Context: an optimization exercise on an open-source flow, tuned for small area. The choices shown serve that exercise and are no tape-out recipe. In this exercise RTL edits were held to simulation tests only and were not proved equivalent to the original. Power figures rest on the tool's default switching activity, not on a simulated workload.

==> flow/design.v (excerpt) <==
module dsa_link (
    input  wire        clk,
    input  wire        rst,         
    input  wire        start,
    input  wire [18:0] HCMD,
    input  wire        tick,
    output wire        busy,
    output wire        done,
    output reg  [1:0]  status,
    output reg         req,
    output reg  [15:0] RXR,
    output wire        D_oe,
    output wire        D_o,
    input  wire        D_i,
    output wire        S_oe,
    output wire        S_o,
    input  wire        S_i,
    output wire        A_oe,
    output wire        A_o,
    input  wire        A_i
);
==> flow/config.mk <==
export PLATFORM = sky130hd
export DESIGN_NAME = dsa_link
export DESIGN_NICKNAME = dsa_link
export VERILOG_FILES = /design/flow/design.v
export SDC_FILE = /design/flow/constraint.sdc
export NUM_CORES = 4
export LEC_CHECK = 0
export CAP_MARGIN = 20
export CORE_MARGIN = 2
export CORE_UTILIZATION = 40
export SLEW_MARGIN = 20
==> flow/constraint.sdc <==
create_clock -name core_clock -period 10.0 [get_ports {clk}]
set_input_delay 2.0000 -clock core_clock [delete_from_list [all_inputs] [get_ports {clk}]]
set_output_delay 2.0000 -clock core_clock [all_outputs]
set_load 0.01 [all_outputs]
standard.sh (not shown) runs the stock make flow with config.mk's settings and CLKGATE_MAP_FILE= SYNTH_SCRIPT=/design/flow/synth_recipe.tcl, a recipe that flattens the netlist after the stock synthesis.
==> flow/flow/run.sh <==
#!/bin/bash
export BUFFER_PORTS_ARGS="-buffer_cell sky130_fd_sc_hd__buf_1"
bash standard.sh > standard.log 2>&1
The starting point finished clean.
==> next run, changes <==
==> flow/flow/run.sh (replaced) <==
#!/bin/bash
# Layout flow: the standard layout (standard.sh) with two changes:
#  - synthesis maps the logic with the area-oriented ABC script in
#    flow/area.abc instead of ORFS's speed script (everything else in
#    the synthesis, registers included, is the standard one);
#  - the port buffers use the smallest buffer cell.
# Each tool's output goes to a log file in this folder; temporary files
# stay inside this folder too.
set -euo pipefail
W=$PWD
mkdir -p "$W/tmp/xdg"
chmod 700 "$W/tmp/xdg"
export TMPDIR="$W/tmp"
export XDG_RUNTIME_DIR="$W/tmp/xdg"
ORFS_SYNTH=$FLOW_HOME/scripts/synth.tcl
grep -q 'log_cmd abc {\*}\$abc_args' "$ORFS_SYNTH"
sed 's#log_cmd abc {\*}\$abc_args#log_cmd abc -script '"$W"'/flow/area.abc {*}[lrange $abc_args 2 end]#' \
    "$ORFS_SYNTH" > "$W/flow/synth_orfs_area.tcl"
grep -q "$W/flow/area.abc" "$W/flow/synth_orfs_area.tcl"
grep -q 'SCRIPTS_DIR)/synth.tcl' synth_recipe.tcl
sed "s#\$::env(SCRIPTS_DIR)/synth.tcl#$W/flow/synth_orfs_area.tcl#" synth_recipe.tcl > "$W/flow/synth_area.tcl"
export BUFFER_PORTS_ARGS="-buffer_cell sky130_fd_sc_hd__buf_1"
bash standard.sh SYNTH_SCRIPT="$W/flow/synth_area.tcl" finish > standard.log 2>&1
==> flow/flow/area.abc (new file) <==
strash
ifraig
dch -f
amap
topo
Result: The new run ran to the end with no violations. Wire length fell by 3.7%. Via count went down by 8.9%. Fmax came out lower by 6.5%. Sequential share of layout area came out higher by 5.2 points. Utilization grows by 3.2 points. Setup slack degrades by 0.31 ns. Total power climbs by 58%. Cell count fell by 15%.
==> next run, changes <==
==> flow/run.sh (new file) <==
#!/bin/bash
# synth_recipe.tcl (not shown) runs the flow's synth.tcl, then flattens the netlist and writes it again
# the make line also repeats each setting of config.mk as NAME=value (left out here)
make -C /OpenROAD-flow-scripts/flow DESIGN_CONFIG=/design/flow/config.mk WORK_HOME=/design/flow/orfs CLKGATE_MAP_FILE= SYNTH_SCRIPT=/design/flow/synth_recipe.tcl finish
removed: flow/flow/run.sh
removed: flow/flow/area.abc
removed: flow/standard.sh
After rerunning:
- The new run went through all stages and came out clean
- area after synthesis increases by 19%
- core utilization increases by 1.1 points
- sequential power decreases by 19%
- routed wire length increases by 7.4%
- critical path depth decreases by 3
- maximum frequency increases by 1.3%
- worst hold slack gets worse by 0.012 ns
- register-to-register slack gets better by 0.96 ns


## run A
Another version of the RTL of dsa_link (not shown whole).
Size in the first run: roughly 49 flip-flops, ~53 I/O pins, ~2100 µm² of cells after synthesis.
Settings: LEC_CHECK=0, CAP_MARGIN=0, CORE_MARGIN=2, CORE_UTILIZATION=40, GPL_TIMING_DRIVEN=0, SLEW_MARGIN=0; clock period 10.0 ns.
==> flow/flow/run.sh <==
#!/bin/bash
# Layout flow: the standard layout (standard.sh) with these changes:
#  - synthesis maps the logic with the area-oriented ABC script in
#    flow/area.abc (deep synthesis, then area mapping) instead of ORFS's
#    speed script, and leaves adder extraction off (ADDER_MAP_FILE
#    empty) so that ABC sees all of the logic; everything else in the
#    synthesis, registers included, is the standard one;
#  - the port buffers use the smallest buffer cell;
#  - CTS adds no dummy loads to balance the clock tree;
#  - the buffers synthesis leaves are removed at floorplan (REMOVE_ABC_BUFFERS).
# Each tool's output goes to a log file in this folder; temporary files
# stay inside this folder too.
set -euo pipefail
W=$PWD
mkdir -p "$W/tmp/xdg"
chmod 700 "$W/tmp/xdg"
export TMPDIR="$W/tmp"
export XDG_RUNTIME_DIR="$W/tmp/xdg"
ORFS_SYNTH=$FLOW_HOME/scripts/synth.tcl
grep -q 'log_cmd abc {\*}\$abc_args' "$ORFS_SYNTH"
sed 's#log_cmd abc {\*}\$abc_args#log_cmd abc -script '"$W"'/flow/area.abc {*}[lrange $abc_args 2 end]#' \
    "$ORFS_SYNTH" > "$W/flow/synth_orfs_area.tcl"
grep -q "$W/flow/area.abc" "$W/flow/synth_orfs_area.tcl"
grep -q 'SCRIPTS_DIR)/synth.tcl' synth_recipe.tcl
sed "s#\$::env(SCRIPTS_DIR)/synth.tcl#$W/flow/synth_orfs_area.tcl#" synth_recipe.tcl > "$W/flow/synth_area.tcl"
export BUFFER_PORTS_ARGS="-buffer_cell sky130_fd_sc_hd__buf_1"
export CTS_ARGS="-sink_clustering_enable -repair_clock_nets -dont_use_dummy_load"
bash standard.sh SYNTH_SCRIPT="$W/flow/synth_area.tcl" ADDER_MAP_FILE= REMOVE_ABC_BUFFERS=1 finish > standard.log 2>&1
==> flow/flow/area.abc <==
strash
&get -n
&deepsyn -T 60
&put
dch -f
amap
topo
Run A closes out successfully: all stages finished, all timing, DRC and antenna checks passed.
Input-level comparison between run B and run A:
- changing CAP_MARGIN from 0 to 20
- changing SLEW_MARGIN from 0 to 20
-- flow/flow/run.sh --
<<< run A, line 8
#  - the port buffers use the smallest buffer cell;
#  - CTS adds no dummy loads to balance the clock tree;
#  - the buffers synthesis leaves are removed at floorplan (REMOVE_ABC_BUFFERS).
# Each tool's output goes to a log file in this folder; temporary files
>>> run B, line 8
#  - the port buffers use the smallest buffer cell;
#  - CTS adds no dummy loads to balance the clock tree.
# Each tool's output goes to a log file in this folder; temporary files
<<< run A, line 27
export CTS_ARGS="-sink_clustering_enable -repair_clock_nets -dont_use_dummy_load"
bash standard.sh SYNTH_SCRIPT="$W/flow/synth_area.tcl" ADDER_MAP_FILE= REMOVE_ABC_BUFFERS=1 finish > standard.log 2>&1
>>> run B, line 26
export CTS_ARGS="-sink_clustering_enable -repair_clock_nets -dont_use_dummy_load"
bash standard.sh SYNTH_SCRIPT="$W/flow/synth_area.tcl" ADDER_MAP_FILE= finish > standard.log 2>&1
==> run summary <==
On final routed wirelength across all metal layers: run B sits below run A.
The utilization after layout on run A is in line with that on run B.
Of the two candidates, run A has the worse hold slack and run B the better one.
Taking run A as the reference, in run B combinational group share of total power climbed 0.3 points; overall routing resource usage climbed 0.50 points.
Here is what was changed in the inputs of run C compared with run B.
- removing GPL_TIMING_DRIVEN (formerly 0)
-- flow/flow/run.sh --
<<< run B, line 7
#    synthesis, registers included, is the standard one;
#  - the port buffers use the smallest buffer cell;
#  - CTS adds no dummy loads to balance the clock tree.
# Each tool's output goes to a log file in this folder; temporary files
>>> run C, line 7
#    synthesis, registers included, is the standard one;
#  - the port buffers use the smallest buffer cell.
# Each tool's output goes to a log file in this folder; temporary files
<<< run B, line 25
export BUFFER_PORTS_ARGS="-buffer_cell sky130_fd_sc_hd__buf_1"
export CTS_ARGS="-sink_clustering_enable -repair_clock_nets -dont_use_dummy_load"
bash standard.sh SYNTH_SCRIPT="$W/flow/synth_area.tcl" ADDER_MAP_FILE= finish > standard.log 2>&1
>>> run C, line 24
export BUFFER_PORTS_ARGS="-buffer_cell sky130_fd_sc_hd__buf_1"
bash standard.sh SYNTH_SCRIPT="$W/flow/synth_area.tcl" ADDER_MAP_FILE= finish > standard.log 2>&1
[summary]
[compare] base=run B new=run C: area of all placed cells without fillers increased by about 0.65% relative to the old numbers, switching share of power higher, global-route usage over all layers increased 0.51 points, sequential-cell power consumption ~0 delta, area added between synthesis and finish moved up.
Run B ended up with sky130_fd_sc_hd__nand2_1 as its master of the slowest instance on the critical path; run C ended up with sky130_fd_sc_hd__dfxtp_1.
Measured against each other, run B and run C differ in final-layout clock-cell area share, the higher figure coming from run C.
Looking at detailed-route wire length per cell, run C sits 1.9% higher than run B does.

[what the ideal ports hide]
Ports are ideal in the flow. The routed layouts listed here were re-timed in OpenROAD.
Step 1, drivers: a clkbuf_16 drives clk and a buf_2 each remaining input, both assumed.
Step 2, shift: input delay + t, output delay - t, t = (earliest + latest rising clock arrival at the registers) / 2. This alone moves slack from input paths to output paths.
a / b / c = no drivers / after step 1 / after step 2; a / b = the first two.
run	shift t [ns]	slack for setup (ns)	clock arrival spread, ns
the first run of note 1	0.334	5.494 / 5.467 / 5.801	0.013 / 0.014
the second run of note 1	0.338	5.181 / 5.149 / 5.487	0.011 / 0.011
the third run of note 1	0.324	5.244 / 5.216 / 5.539	0.009 / 0.009
run A	0.324	5.890 / 5.863 / 6.186	0.023 / 0.023
run B	0.320	5.849 / 5.823 / 6.142	0.028 / 0.029
run C	0.320	6.259 / 6.231 / 6.551	0.006 / 0.006
After both steps setup and hold are still met in every run listed.
